This design comes from an exercise in tuning for small area, a short achievable clock period and few clock cycles per item on the open sky130 flow, not from production work.
Only simulation tests tie the RTL to the original design; equivalence was not proved.

==> flow/design.v <==
module aq_exec (
    input  wire        clk,
    input  wire        rst,
    input  wire        in_valid,
    output wire        in_ready,
    input  wire [31:0] in_insn,
    input  wire [31:0] in_a,       
    input  wire [31:0] in_b,       
    output reg         out_valid,
    input  wire        out_ready,
    output reg  [3:0]  out_rd,
    output reg         out_we,
    output reg  [31:0] out_result,
    output reg  [1:0]  out_fault   
);
    localparam K_ADD = 0, K_SUB = 1, K_XOR = 2, K_OR = 3, K_AND = 4, K_SHR = 5,
               K_SHL = 6, K_LUI = 7, K_MUL = 8, K_DIV = 9;
    wire [5:0]  op   = in_insn[31:26];
    wire [4:0]  rs3  = in_insn[25:21];
    wire [4:0]  rs1  = in_insn[20:16];
    wire [4:0]  rs2  = in_insn[15:11];
    wire [31:0] imm  = {{16{in_insn[15]}}, in_insn[15:0]};
    wire is_rfmt = (op >= 6'd2 && op <= 6'd8) || op == 6'd30 || op == 6'd31;
    wire is_gfmt = (op >= 6'd9 && op <= 6'd13);
    wire is_lui  = (op == 6'd26);
    reg legal;
    always @(*) begin
        if (is_rfmt)      legal = !rs3[4] && !rs1[4] && !rs2[4];
        else if (is_gfmt) legal = !rs3[4] && !rs1[4];
        else if (is_lui)  legal = !rs3[4];
        else              legal = 1'b0;
    end
    wire is_div = (op == 6'd31);
    wire b_zero = (in_b == 32'd0);
    wire [1:0] fault_in = !legal ? 2'd2 : (is_div && b_zero) ? 2'd1 : 2'd0;
    wire [31:0] sa = in_a ^ {32{in_a[31]}};
    wire [31:0] sb = in_b ^ {32{in_b[31]}};
    reg  [5:0]  clz_a, clz_b;
    integer i;
    always @(*) begin
        clz_a = 6'd32;
        for (i = 0; i < 32; i = i + 1) if (sa[i]) clz_a = 6'd31 - i;
        clz_b = 6'd32;
        for (i = 0; i < 32; i = i + 1) if (sb[i]) clz_b = 6'd31 - i;
    end
    wire [6:0]  t_div  = {1'b0, clz_b} + {6'd0, in_a[31]} + 7'd1;
    wire [6:0]  n_div  = t_div - {1'b0, clz_a};
    wire        q_zero = (t_div <= {1'b0, clz_a});
    wire [5:0]  n_cl   = (n_div > 7'd32) ? 6'd32 : n_div[5:0];
    wire [4:0]  k_in   = n_cl[5:1] + {4'd0, n_cl[0]};         
    reg [9:0] kind_in;
    always @(*) begin
        kind_in = 10'd0;
        if (fault_in == 2'd0) begin
            case (op)
                6'd2, 6'd9:   kind_in[K_ADD] = 1'b1;
                6'd3, 6'd10:  kind_in[K_SUB] = 1'b1;
                6'd4, 6'd11:  kind_in[K_XOR] = 1'b1;
                6'd5, 6'd12:  kind_in[K_OR]  = 1'b1;
                6'd6, 6'd13:  kind_in[K_AND] = 1'b1;
                6'd7:         kind_in[K_SHR] = 1'b1;
                6'd8:         kind_in[K_SHL] = 1'b1;
                6'd26:        kind_in[K_LUI] = 1'b1;
                6'd30:        kind_in[K_MUL] = 1'b1;
                6'd31:        if (!q_zero) kind_in[K_DIV] = 1'b1;  
                default: ;
            endcase
        end
    end
    wire [31:0] b_in = is_gfmt ? imm : is_lui ? {imm[19:0], 12'd0} : in_b;
    reg        v1;
    reg [9:0]  k1;
    reg [3:0]  rd1;
    reg        we1;
    reg [1:0]  f1;
    reg [31:0] a1;           
    reg [33:0] b1;           
    reg [31:0] q1;           
    reg [4:0]  cnt1;         
    reg        dph1;         
    reg        neg1;         
    reg        blk1;         
    wire stall = out_valid && !out_ready;
    wire s1_last = k1[K_DIV] ? (dph1 && cnt1 == 5'd1) : 1'b1;
    assign in_ready = !stall && !blk1;
    wire [31:0] a_mag = a1[31] ? -a1 : a1;
    wire [31:0] b_mag = b1[31] ? -b1[31:0] : b1[31:0];
    wire [4:0]  dsh   = {cnt1[3:0], 1'b0} - 5'd1;            
    wire [63:0] b_al  = {32'd0, b_mag} << dsh;
    wire [34:0] dd1  = {3'b0, a1} - {1'b0, b1};
    wire        qb1  = !dd1[34];
    wire [31:0] r1   = qb1 ? dd1[31:0] : a1;
    wire [34:0] dd2  = {3'b0, r1} - {2'b0, b1[33:1]};
    wire        qb0  = !dd2[34];
    wire [31:0] r2   = qb0 ? dd2[31:0] : r1;
    wire [31:0] q_nx = {q1[29:0], qb1, qb0};
    reg  [511:0] ppf;
    reg  [31:0] ppr;
    reg  [15:0] bneg;
    reg  [2:0]  bg;
    reg  [32:0] am;
    integer j;
    always @(*) begin
        for (j = 0; j < 16; j = j + 1) begin
            bg = {b1[2*j+1], b1[2*j], (j == 0) ? 1'b0 : b1[2*j-1]};
            case (bg)
                3'b001, 3'b010: am = {1'b0, a1};
                3'b011:         am = {a1, 1'b0};
                3'b100:         am = ~{a1, 1'b0};
                3'b101, 3'b110: am = ~{1'b0, a1};
                3'b111:         am = ~33'd0;
                default:        am = 33'd0;
            endcase
            bneg[j] = bg[2];
            ppr = am[31:0] << (2 * j);
            if (j == 15) begin
                case (bg)
                    3'b001, 3'b010: ppr[31:30] = a1[1:0];
                    3'b011, 3'b100: ppr[31:30] = {a1[0], 1'b0};
                    3'b101, 3'b110: ppr[31:30] = {a1[1] ^ a1[0], a1[0]};
                    default:        ppr[31:30] = 2'b00;
                endcase
            end
            if (j > 0) ppr[2*j-2] = bneg[j-1];
            ppf[32*j +: 32] = ppr;
        end
    end
    function [63:0] csa(input [31:0] x, input [31:0] y, input [31:0] z);
        reg [31:0] s, c;
        begin
            s = x ^ y ^ z;
            c = (x & y) | (x & z) | (y & z);
            csa = {c[30:0], 1'b0, s};
        end
    endfunction
    wire [63:0] l1a = csa(ppf[31:0],  ppf[63:32],  ppf[95:64]);
    wire [63:0] l1b = csa(ppf[127:96],  ppf[159:128],  ppf[191:160]);
    wire [63:0] l1c = csa(ppf[223:192],  ppf[255:224],  ppf[287:256]);
    wire [63:0] l1d = csa(ppf[319:288],  ppf[351:320], ppf[383:352]);
    wire [63:0] l1e = csa(ppf[415:384], ppf[447:416], ppf[479:448]);
    wire [63:0] l2a = csa(l1a[31:0],  l1a[63:32], l1b[31:0]);
    wire [63:0] l2b = csa(l1b[63:32], l1c[31:0],  l1c[63:32]);
    wire [63:0] l2c = csa(l1d[31:0],  l1d[63:32], l1e[31:0]);
    wire [63:0] l3a = csa(l2a[31:0],  l2a[63:32], l2b[31:0]);
    wire [63:0] l3b = csa(l2b[63:32], l2c[31:0],  l2c[63:32]);
    wire [63:0] l4a = csa(l3a[31:0],  l3a[63:32], l3b[31:0]);
    wire [63:0] l4b = csa(l3b[63:32], l1e[63:32], ppf[511:480]);
    wire [63:0] l5a = csa(l4a[31:0],  l4a[63:32], l4b[31:0]);
    wire [63:0] l6a = csa(l5a[31:0],  l5a[63:32], l4b[63:32]);
    reg [31:0] x_nx, y_nx;
    reg        c_nx;
    always @(*) begin
        x_nx = 32'd0; y_nx = 32'd0; c_nx = 1'b0;
        if (k1[K_ADD]) begin x_nx = a1; y_nx = b1[31:0]; end
        if (k1[K_SUB]) begin x_nx = a1; y_nx = ~b1[31:0]; c_nx = 1'b1; end
        if (k1[K_XOR]) x_nx = a1 ^ b1[31:0];
        if (k1[K_OR])  x_nx = a1 | b1[31:0];
        if (k1[K_AND]) x_nx = a1 & b1[31:0];
        if (k1[K_SHR]) x_nx = a1 >> b1[4:0];
        if (k1[K_SHL]) x_nx = a1 << b1[4:0];
        if (k1[K_LUI]) x_nx = b1[31:0];
        if (k1[K_MUL]) begin x_nx = l6a[31:0]; y_nx = l6a[63:32]; end
        if (k1[K_DIV]) begin x_nx = q_nx ^ {32{neg1}}; c_nx = neg1; end
    end
    reg        v2;
    reg [31:0] x2, y2;
    reg        c2;
    reg [3:0]  rd2;
    reg        we2;
    reg [1:0]  f2;
    wire [32:0] sum = {x2, 1'b1} + {y2, c2};
    always @(posedge clk) begin
        if (rst) begin
            v1 <= 1'b0; blk1 <= 1'b0;
            v2 <= 1'b0;
            out_valid <= 1'b0;
        end else if (!stall) begin
            out_valid <= v2;
            v2 <= v1 && s1_last;
            if (in_valid && in_ready) begin
                v1   <= 1'b1;
                blk1 <= kind_in[K_DIV];
            end else if (v1 && s1_last) begin
                v1   <= 1'b0;
                blk1 <= 1'b0;
            end else if (v1 && k1[K_DIV]) begin
                blk1 <= !(dph1 ? cnt1 == 5'd2 : cnt1 == 5'd1);
            end
        end
    end
    always @(posedge clk) begin
        if (!stall) begin
            out_result <= sum[32:1];
            out_rd     <= rd2;
            out_we     <= we2;
            out_fault  <= f2;
            if (v1 && s1_last) begin
                x2 <= x_nx; y2 <= y_nx; c2 <= c_nx;
                rd2 <= rd1; we2 <= we1; f2 <= f1;
            end
            if (in_valid && in_ready) begin
                k1   <= kind_in;
                rd1  <= rs3[3:0];
                we1  <= (fault_in == 2'd0) && (rs3[3:0] != 4'd0);
                f1   <= fault_in;
                a1   <= in_a;
                b1   <= {2'b0, b_in};
                cnt1 <= k_in;
                dph1 <= 1'b0;
                neg1 <= in_a[31] ^ in_b[31];
            end else if (v1 && k1[K_DIV] && !dph1) begin
                a1   <= a_mag;
                b1   <= b_al[33:0];
                q1   <= 32'd0;
                dph1 <= 1'b1;
            end else if (v1 && k1[K_DIV]) begin
                a1   <= r2;
                b1   <= {2'b0, b1[33:2]};
                q1   <= q_nx;
                cnt1 <= cnt1 - 5'd1;
            end
        end
    end
endmodule
==> flow/run.sh <==
#!/bin/bash
# synth_recipe.tcl (not shown) runs the flow's synth.tcl, then flattens the netlist and writes it again
# the make line also repeats each setting of config.mk as NAME=value (left out here)
make -C /OpenROAD-flow-scripts/flow DESIGN_CONFIG=/design/flow/config.mk WORK_HOME=/design/flow/orfs CLKGATE_MAP_FILE= SYNTH_SCRIPT=/design/flow/synth_recipe.tcl finish
==> flow/config.mk <==
export PLATFORM = sky130hd
export DESIGN_NAME = aq_exec
export DESIGN_NICKNAME = aq_exec
export VERILOG_FILES = /design/flow/design.v
export SDC_FILE = /design/flow/constraint.sdc
export NUM_CORES = 4
export LEC_CHECK = 0
export CAP_MARGIN = 20
export CORE_MARGIN = 2
export CORE_UTILIZATION = 40
export SLEW_MARGIN = 20
==> flow/constraint.sdc <==
create_clock -name core_clock -period 10.0 [get_ports {clk}]
set_input_delay 2.0000 -clock core_clock [delete_from_list [all_inputs] [get_ports {clk}]]
set_output_delay 2.0000 -clock core_clock [all_outputs]
set_load 0.01 [all_outputs]
==> impl_metrics.env <==
export IMPL_crit_top_cell="a21oi_1"
export IMPL_skew_ps=15.51
export IMPL_yosys_area_top_type="edfxtp_1"
export IMPL_path_buf_inv=6
export IMPL_cts_root_buf="clkbuf_16"
export IMPL_nets=6084
export IMPL_final_fill_count=10660
export IMPL_dp_cells=6887
export IMPL_post_cts_setup_buffer_count=0
export IMPL_met1_length_um=73900
export IMPL_die_y_um=329.8
export IMPL_wl_met2_um=76590
export IMPL_tightest_slew_ps=1164
export IMPL_post_route_min_period_ps=8361
export IMPL_fin_crit_sh_pct=83.61
export IMPL_ys_warn_count=1
export IMPL_fmax_mhz=119.6
export IMPL_drv_cap=0
export IMPL_synth_area_leaders="edfxtp_1 (16%), fa_1 (9.7%), a21oi_1 (9.1%)"
export IMPL_core_um2=105300
export IMPL_hold_viol_final=0
export IMPL_viasPerCell=6.541
export IMPL_cts_made_buffers=28
export IMPL_num_rows=119
export IMPL_syn_area_per_cell_um2=7.344
export IMPL_drive_gt1_share_pct=6.222
export IMPL_worstPathMaxFanout=14
export IMPL_worst_setup_path_type="reg -> reg"
export IMPL_wl_um=187300
export IMPL_vias=45380
export IMPL_grt_overflow_total=0
export IMPL_initial_core_util_pct=40.34
export IMPL_hold_class="reg -> reg"
export IMPL_pre_cts_ws_ps=1932
export IMPL_syn_cell_area_um2=42470
export IMPL_async_flop_share_pct=0
export IMPL_tritoncts="built"
export IMPL_yosysMostFrequentCell="a21oi_1"
export IMPL_drcViolationCount=0
export IMPL_die_w_um=329.8
export IMPL_end_kind="flip-flop"
export IMPL_syn_nets=6340
export IMPL_area_delta_synth_final_pct=7.381
export IMPL_grt_pass1_wl_um=272900
export IMPL_setup_ws_ps=1639
export IMPL_seq_area_frac_synth_pct=16.52
export IMPL_ys_ff_latch=235
export IMPL_grt_max_degree=138
export IMPL_cts_resized=0
export IMPL_htree_levels=1
export IMPL_cts_sinks=235
export IMPL_cp_top_family="compound AO/OA/AOI/OAI gates"
export IMPL_outcome="finished clean"
export IMPL_antenna_found_initial=13
export IMPL_ctsHoldBuffers=0
export IMPL_dieArea_um2=108800
export IMPL_first_pass_iters=9
export IMPL_synth_edff_count=231
export IMPL_setup_tns_ps=0
export IMPL_setup_violations=0
export IMPL_wl_met3_um=23850
export IMPL_synth_cells=5782
export IMPL_synthFlopType="edfxtp_1"
export IMPL_dr_max_layer_used="met5"
export IMPL_critPathSlowestCell="edfxtp_1"
export IMPL_gp_congestion=1.040
export IMPL_slew_headroom_pct=22.32
export IMPL_clkTransAtPathRegs_ps=60
export IMPL_track_usage_pct=33.34
export IMPL_io_buffers=136
export IMPL_pin_count=141
export IMPL_final_max_slew_viol_count=0
export IMPL_cts_path_max_buffers=3
export IMPL_rsz0062_at_grt="false"
export IMPL_drt_first_iter_violations=6764
export IMPL_ys_types=84
export IMPL_max_stage_delay_ps=880
export IMPL_hpwl_um=129700
export IMPL_instances_no_fill=6938
export IMPL_clkLatencyLatePin_ps=610
export IMPL_cp_arrival_ps=8690
export IMPL_synth_common_cells="a21oi_1 (776), nor2_1 (543), nand2_1 (529)"
export IMPL_synth_top_area_share_pct=16.33
export IMPL_cp_start_kind="flip-flop"
export IMPL_critPathRequiredTime_ps=10330
export IMPL_routedWlPerCell_um=26.99
export IMPL_grt_pass1_vias=41320
export IMPL_ant_nets=0
[worst reg2reg max path: cells and delay by family, from the launching register on]
| family | cells | cell delay (ps) |
|---|---|---|
| AO/OA/AOI/OAI | 17 | 3890 |
| adder cells (fa/ha/maj) | 2 | 930 |
| buffers and inverters | 6 | 1640 |
| flip-flops | 1 | 880 |
| multiplexers | 1 | 390 |
| AND/OR/NAND/NOR | 3 | 350 |
[per-stage QoR]
step           hold WS [ps]  utilization [%]  area, µm²
2_1_floorplan         400.3                -      42470
3_3_place_gp          401.2            42.46      44700
3_5_place_dp          404.5            42.46      44700
4_1_cts               418.2            43.31      45590
5_1_grt               424.4            43.31      45600
6_report              419.1            43.32      45600
[routing by layer]
layer,GRT usage (%),up-vias
met5,0,-
met4,18.93,8
met3,9.548,631
met2,48.19,2908
met1,44.36,21560
li1,-,20270
[cells by family (layout without fill, tap and decap cells)]
logic type,count (synthesis),in the layout,share of synthesized area [%]
other,0,2,0
AND/OR/NAND/NOR,1562,1562,16.05
AO/OA/AOI/OAI,2081,2081,29.63
adder cells (fa/ha/maj),458,458,17.14
flip-flops,235,235,16.52
buffers and inverters,982,745,8.774
XOR/XNOR,232,232,4.785
multiplexers,232,232,7.092
[registers in the layout (all words and copies together), names as in the netlist, 5 cells and up]
register / flops
cnt1: 5
y2: 32
b1: 34
out_result: 32
k1: 10
a1: 32
x2: 32
q1: 30
[cell usage in the layout, fill, tap and decap left out, drive strengths merged, types with 105 or more instances in the layout]
master,Yosys,layout
a21oi,777,777
nor2,543,543
nand2,529,529
o21ai,495,495
inv,352,353
ha,252,252
edfxtp,231,231
o22ai,217,217
fa,206,206
buf,168,185
nand3,178,178
xnor2,176,176
mux2i,158,158
clkdlybuf4s50,0,136
a211oi,108,108
a221oi,105,105
[layout make-up]
type	instances	area, µm²	share of cell area, %
well taps	1391	1740	3.817
clock buffers	29	704.4	1.545
multi-input cells	4565	31780	69.69
clock inverters	20	185.2	0.4061
inverters	375	1408	3.087
repair buffers	321	2763	6.058
flip-flops and latches	235	7017	15.39
diodes	2	5.005	0.01098
[worst paths after layout]
check	start	to	slack (ps)	cells past startpoint
max	b1[23]$_DFFE_PP_	a1[25]$_DFFE_PP_	1640	29
min	rd2[0]$_DFFE_PP_	out_rd[0]$_DFFE_PN_	420	0
max reg2reg	b1[23]$_DFFE_PP_	a1[25]$_DFFE_PP_	1640	29
min reg2reg	rd2[0]$_DFFE_PP_	out_rd[0]$_DFFE_PN_	420	0
Testbench counts, summed over its fixed seeds: cycles 18,984, items 16,000.

## static timing again, ports no longer ideal
No port has a modelled driver above. Below, the same layout with a new extraction and two added sets of constraints. Step 1, drivers: a clkbuf_16 drives clk and a buf_2 each remaining input, both assumed. Step 2 adds t to the input delays and takes it off the output delays; t is the mean of the earliest and latest rising clock arrival at the registers after step 1. Input paths then give back, and output paths get back, about the clock's delay inside the block. a / b / c = ideal / step 1 / step 2; a / b = the first two.
shift t [ns]: 0.671
setup slack, ns: 1.639 / 1.639 / 1.639
worst setup path at the end: register to register
After both steps setup and hold are still met in this run. The setup slack of this run moves by 0.000 ns with the drivers and by 0.000 ns with both steps.
